Source: an optimization exercise on an open RTL-to-GDS flow (aim: small area and few clock cycles). Production flows keep margins and buffers that such runs may drop.
RTL that was checked went through simulation tests only; none was proved equivalent to the original.
Power figures rest on the tool's default switching activity, not on a simulated workload.

==> flow/design.v (excerpt) <==
module memory_card_protocol_engine (
    input  wire        clk,
    input  wire        rst,          
    input  wire        op_valid,
    output wire        op_ready,
    input  wire [1:0]  op,           
    input  wire        cmd_v,        
    input  wire [7:0]  cmd,
    output reg         rsp_valid,
    output reg         rsp_ack,
    output reg         rsp_dat_v,    
    output wire [7:0]  rsp_dat,
    output reg         rsp_result,   
    output wire        powered,
    output wire        mem_en,
    output wire        mem_we,
    output wire [16:0] mem_addr,
    output wire [7:0]  mem_wdata,
    input  wire [7:0]  mem_rdata
);
==> module memory_card_protocol_engine, before the edit <==
module memory_card_protocol_engine (
    input  wire        clk,
    input  wire        rst,          
    input  wire        op_valid,
    output wire        op_ready,
    input  wire [1:0]  op,           
    input  wire        cmd_v,        
    input  wire [7:0]  cmd,
    output reg         rsp_valid,
    output reg         rsp_ack,
    output reg         rsp_dat_v,    
    output wire [7:0]  rsp_dat,
    output reg         rsp_result,   
    output wire        powered,
    output wire        mem_en,
    output wire        mem_we,
    output wire [16:0] mem_addr,
    output wire [7:0]  mem_wdata,
    input  wire [7:0]  mem_rdata
);
    localparam [7:0] FLAG = 8'h08;    
    reg         powered_on;
    reg         t_await;              
    reg         t_rd;
    reg         t_wr;
    reg         t_id;
    reg  [7:0]  v;                    
    reg  [1:0]  addr_hi;              
    reg  [7:0]  addr_lo;
    reg         poison;               
    reg  [7:0]  checksum;
    reg  [6:0]  ph;                   
    reg         cbusy;                
    reg         rd_pend;              
    reg  [7:0]  rsp_dat_r;
    reg  [1023:0] ring;               
    assign powered = powered_on;
    wire [7:0] cin = cmd_v ? cmd : 8'hFF;
    wire in_frame = t_rd | t_wr | t_id;
    wire lock_ok  = (ph == v[6:0]);
    assign op_ready = !cbusy && (!in_frame || lock_ok);
    wire acc   = op_valid && op_ready;
    wire xfer  = (op == 2'd0);
    wire step  = acc && xfer && powered_on;       
    wire       hdr     = v[7] & v[6];              
    wire [2:0] s       = v[2:0];
    wire       body    = !v[7];                    
    wire       wr_tail = body && (v[6:2] == 5'b11111);    
    wire       rd_data = t_rd && body;
    wire       wr_data = t_wr && ((hdr && s[2]) || (body && !wr_tail));
    wire       wr_end  = t_wr && body && (v[6:0] == 7'd127);   
    wire commit_acc = op_valid && !rst && xfer && powered_on && !cbusy &&
                      wr_end && !poison && (ph == 7'd127);
    assign mem_we    = (cbusy && !rst) || commit_acc;
    assign mem_en    = (rd_data && !rst) || mem_we;
    assign mem_addr  = {addr_hi, addr_lo, ph};
    assign mem_wdata = ring[8*3 +: 8];             
    assign rsp_dat = rd_pend ? mem_rdata : rsp_dat_r;
    wire ck_set  = step && (t_rd || t_wr) && hdr && (s == 3'd2);
    wire ck_acc  = step && (t_rd || t_wr) && hdr && (s == 3'd3) ||
                   step && t_wr && body && (v[6:0] != 7'd125) &&
                       (v[6:0] != 7'd126) && (v[6:0] != 7'd127) ||
                   step && t_wr && hdr && s[2];
    wire [7:0] ck_in  = rd_pend ? mem_rdata : cin;
    wire [7:0] ck_nxt = (rd_pend || ck_acc) ? (checksum ^ ck_in) :
                        ck_set ? cin : checksum;
    reg        n_ack, n_dv, n_res, n_end;
    reg  [7:0] n_dat;
    always @(*) begin
        n_ack = 1'b0;
        n_dv  = 1'b0;
        n_res = 1'b0;
        n_dat = 8'h00;
        n_end = 1'b0;        
        case (op)
        2'd1: n_res = !powered_on;
        2'd2: n_res = powered_on;
        2'd0: if (powered_on) begin
            if (t_await) begin
                n_dv  = 1'b1;
                n_dat = FLAG;
                n_ack = cmd_v && (cmd == 8'h52 || cmd == 8'h57 || cmd == 8'h53);
            end else if (in_frame) begin
                n_ack = 1'b1;
                n_dv  = 1'b1;
                if (hdr) begin
                    case (s)
                    3'd0: n_dat = 8'h5A;
                    3'd1: n_dat = 8'h5D;
                    3'd2: n_dat = t_id ? 8'h5C : 8'h00;
                    3'd3: n_dat = t_id ? 8'h5D : 8'h00;
                    3'd4: n_dat = t_id ? 8'h04 : t_rd ? 8'h5C : 8'h00;
                    3'd5: n_dat = t_rd ? 8'h5D : 8'h00;
                    3'd6: n_dat = !t_rd ? 8'h00 : poison ? 8'hFF : {6'd0, addr_hi};
                    default: begin
                        n_dat = t_id ? 8'h80 : !t_rd ? 8'h00 : poison ? 8'hFF : addr_lo;
                        if (t_id || (t_rd && poison)) begin
                            n_ack = 1'b0;
                            n_end = 1'b1;
                        end
                    end
                    endcase
                end else if (t_rd) begin
                    if (v[7]) begin
                        if (!v[0]) begin
                            n_dat = ck_nxt;              
                        end else begin
                            n_dat = 8'h47;               
                            n_ack = 1'b0;
                            n_end = 1'b1;
                        end
                    end
                end else if (wr_tail) begin
                    case (v[1:0])
                    2'd1: n_dat = 8'h5C;
                    2'd2: n_dat = 8'h5D;
                    2'd3: begin                          
                        n_dat = 8'hFF;
                        n_ack = 1'b0;
                        n_end = 1'b1;
                    end
                    default: ;
                    endcase
                end
            end else begin
                n_ack = cmd_v && (cmd == 8'h81);
            end
        end
        default: ;
        endcase
    end
    wire ins = wr_data && lock_ok;
    always @(posedge clk)
        ring <= {ring[1015:0], ins ? cin : ring[1023:1016]};
    always @(posedge clk) begin
        if (cbusy) begin
            rsp_ack    <= 1'b0;
            rsp_dat_v  <= 1'b1;
            rsp_result <= 1'b0;
            rsp_dat_r  <= (checksum == 8'h00) ? 8'h47 : 8'h4E;
        end else begin
            rsp_ack    <= n_ack;
            rsp_dat_v  <= n_dv;
            rsp_result <= n_res;
            rsp_dat_r  <= n_dat;
        end
    end
    always @(posedge clk) begin
        if (rst) begin
            powered_on <= 1'b0;
            t_await    <= 1'b0;
            t_rd       <= 1'b0;
            t_wr       <= 1'b0;
            t_id       <= 1'b0;
            ph         <= 7'd0;
            cbusy      <= 1'b0;
            rd_pend    <= 1'b0;
            rsp_valid  <= 1'b0;
        end else begin
            ph        <= ph + 7'd1;
            rd_pend   <= step && rd_data;
            rsp_valid <= 1'b0;
            checksum  <= ck_nxt;
            if (cbusy) begin
                if (ph == 7'd126) begin
                    cbusy      <= 1'b0;
                    t_wr       <= 1'b0;
                    rsp_valid  <= 1'b1;
                end
            end else if (commit_acc) begin
                cbusy <= 1'b1;
            end else if (acc) begin
                rsp_valid  <= 1'b1;
                if (op == 2'd1 && !powered_on) begin
                    powered_on <= 1'b1;
                    t_await    <= 1'b0;
                    t_rd       <= 1'b0;
                    t_wr       <= 1'b0;
                    t_id       <= 1'b0;
                end
                if (op == 2'd2 && powered_on)
                    powered_on <= 1'b0;
                if (step) begin
                    v <= v + 8'd1;
                    if (!t_await && !in_frame) begin
                        t_await <= n_ack;
                    end else if (t_await) begin
                        t_await <= 1'b0;
                        t_rd    <= n_ack && cmd == 8'h52;
                        t_wr    <= n_ack && cmd == 8'h57;
                        t_id    <= n_ack && cmd == 8'h53;
                        v       <= 8'd248;
                        ph      <= 7'd120;
                    end else if (n_end) begin
                        t_rd <= 1'b0;
                        t_wr <= 1'b0;
                        t_id <= 1'b0;
                    end
                    if ((t_rd || t_wr) && hdr && s == 3'd2) begin
                        addr_hi <= cin[1:0];
                        poison  <= |cin[7:2];
                    end
                    if ((t_rd || t_wr) && hdr && s == 3'd3)
                        addr_lo <= cin;
                end
            end
        end
    end
endmodule
export LEC_CHECK = 0
export CAP_MARGIN = 20
export CORE_MARGIN = 2
export CORE_UTILIZATION = 40
export SLEW_MARGIN = 20
create_clock -name core_clock -period 6.0 [get_ports {clk}]
standard.sh (not shown) runs the stock make flow with config.mk's settings and CLKGATE_MAP_FILE= SYNTH_SCRIPT=/design/flow/synth_recipe.tcl, a recipe that flattens the netlist after the stock synthesis.
==> flow/flow/run.sh <==
#!/bin/bash
set -o pipefail
export CTS_ARGS="-sink_clustering_enable -repair_clock_nets -dont_use_dummy_load -buf_list sky130_fd_sc_hd__clkbuf_8 -sink_clustering_size 20 -sink_clustering_max_diameter 50"
export BUFFER_PORTS_ARGS="-buffer_cell sky130_fd_sc_hd__buf_1"
bash standard.sh > standard.log 2>&1
Edit:
--- a/flow/design.v
+++ b/flow/design.v
@@ -33,4 +33,5 @@
     reg         cbusy;                
     reg         rd_pend;              
+    reg         ck_out;               
     reg  [7:0]  rsp_dat_r;
     reg  [1023:0] ring;               
@@ -56,5 +57,5 @@
     assign mem_addr  = {addr_hi, addr_lo, ph};
     assign mem_wdata = ring[8*3 +: 8];             
-    assign rsp_dat = rd_pend ? mem_rdata : rsp_dat_r;
+    assign rsp_dat = rsp_dat_r | (mem_rdata & {8{rd_pend}}) | (checksum & {8{ck_out}});
     wire ck_set  = step && (t_rd || t_wr) && hdr && (s == 3'd2);
     wire ck_acc  = step && (t_rd || t_wr) && hdr && (s == 3'd3) ||
@@ -62,7 +63,6 @@
                        (v[6:0] != 7'd126) && (v[6:0] != 7'd127) ||
                    step && t_wr && hdr && s[2];
-    wire [7:0] ck_in  = rd_pend ? mem_rdata : cin;
-    wire [7:0] ck_nxt = (rd_pend || ck_acc) ? (checksum ^ ck_in) :
-                        ck_set ? cin : checksum;
+    wire [7:0] ck_in  = (mem_rdata & {8{rd_pend}}) | (cin & {8{ck_acc || ck_set}});
+    wire [7:0] ck_nxt = (checksum & {8{!ck_set}}) ^ ck_in;
     reg        n_ack, n_dv, n_res, n_end;
     reg  [7:0] n_dat;
@@ -104,5 +104,5 @@
                     if (v[7]) begin
                         if (!v[0]) begin
-                            n_dat = ck_nxt;              
+                            n_dat = 8'h00;               
                         end else begin
                             n_dat = 8'h47;               
@@ -156,8 +156,10 @@
             cbusy      <= 1'b0;
             rd_pend    <= 1'b0;
+            ck_out     <= 1'b0;
             rsp_valid  <= 1'b0;
         end else begin
             ph        <= ph + 7'd1;
             rd_pend   <= step && rd_data;
+            ck_out    <= step && t_rd && v[7] && !v[6] && !v[0];
             rsp_valid <= 1'b0;
             checksum  <= ck_nxt;
Outcome: The changed run produced a clean layout. Hold slack gets worse by 0.042 ns. Non-clock buffer count does not change. Register-to-register slack improves by 0.25 ns. Power is about the same. Via count shrinks by 6.2%. Worst setup slack improved by 0.24 ns. Clock-buffer cell count is unchanged. Synthesized cell count came out lower by 4.2%. Clock skew is about the same. Utilization shrinks by 0.31 points. Wire length is lower by 12%. Synthesized area fell by 1.6%. Maximum frequency went up by 5.9%. Final area falls by 1.4%.
Testbench counts after the change, summed over its fixed seeds: cycles 34,188.
Function not checked in the first run of this note: the RTL went through the layout flow alone.

## static timing again, ports no longer ideal
No port has a modelled driver above. Below, the same layouts with a new extraction and two added sets of constraints.
Step 1, drivers: a clkbuf_16 drives clk and a buf_2 each remaining input, both assumed.
Step 2 also shifts input and output timing later by t, the mid clock arrival at the registers, as if the neighbouring blocks saw the same clock.
Slacks: ideal ports / drivers / drivers and shift; pairs: ideal ports / drivers.
run	t (ns)	setup WS [ns]	hold WS [ns]	worst slew at a driven data input, ns
the first run	0.665	1.704 / 1.674 / 1.685	0.277 / 0.277 / 0.277	0.04
the second run	0.686	1.944 / 1.924 / 1.924	0.235 / 0.235 / 0.235	0.04
After both steps setup and hold are still met in every run listed. For the second run, which loses most, drivers alone change the setup slack by -0.020 ns; drivers and shift together by -0.020 ns.
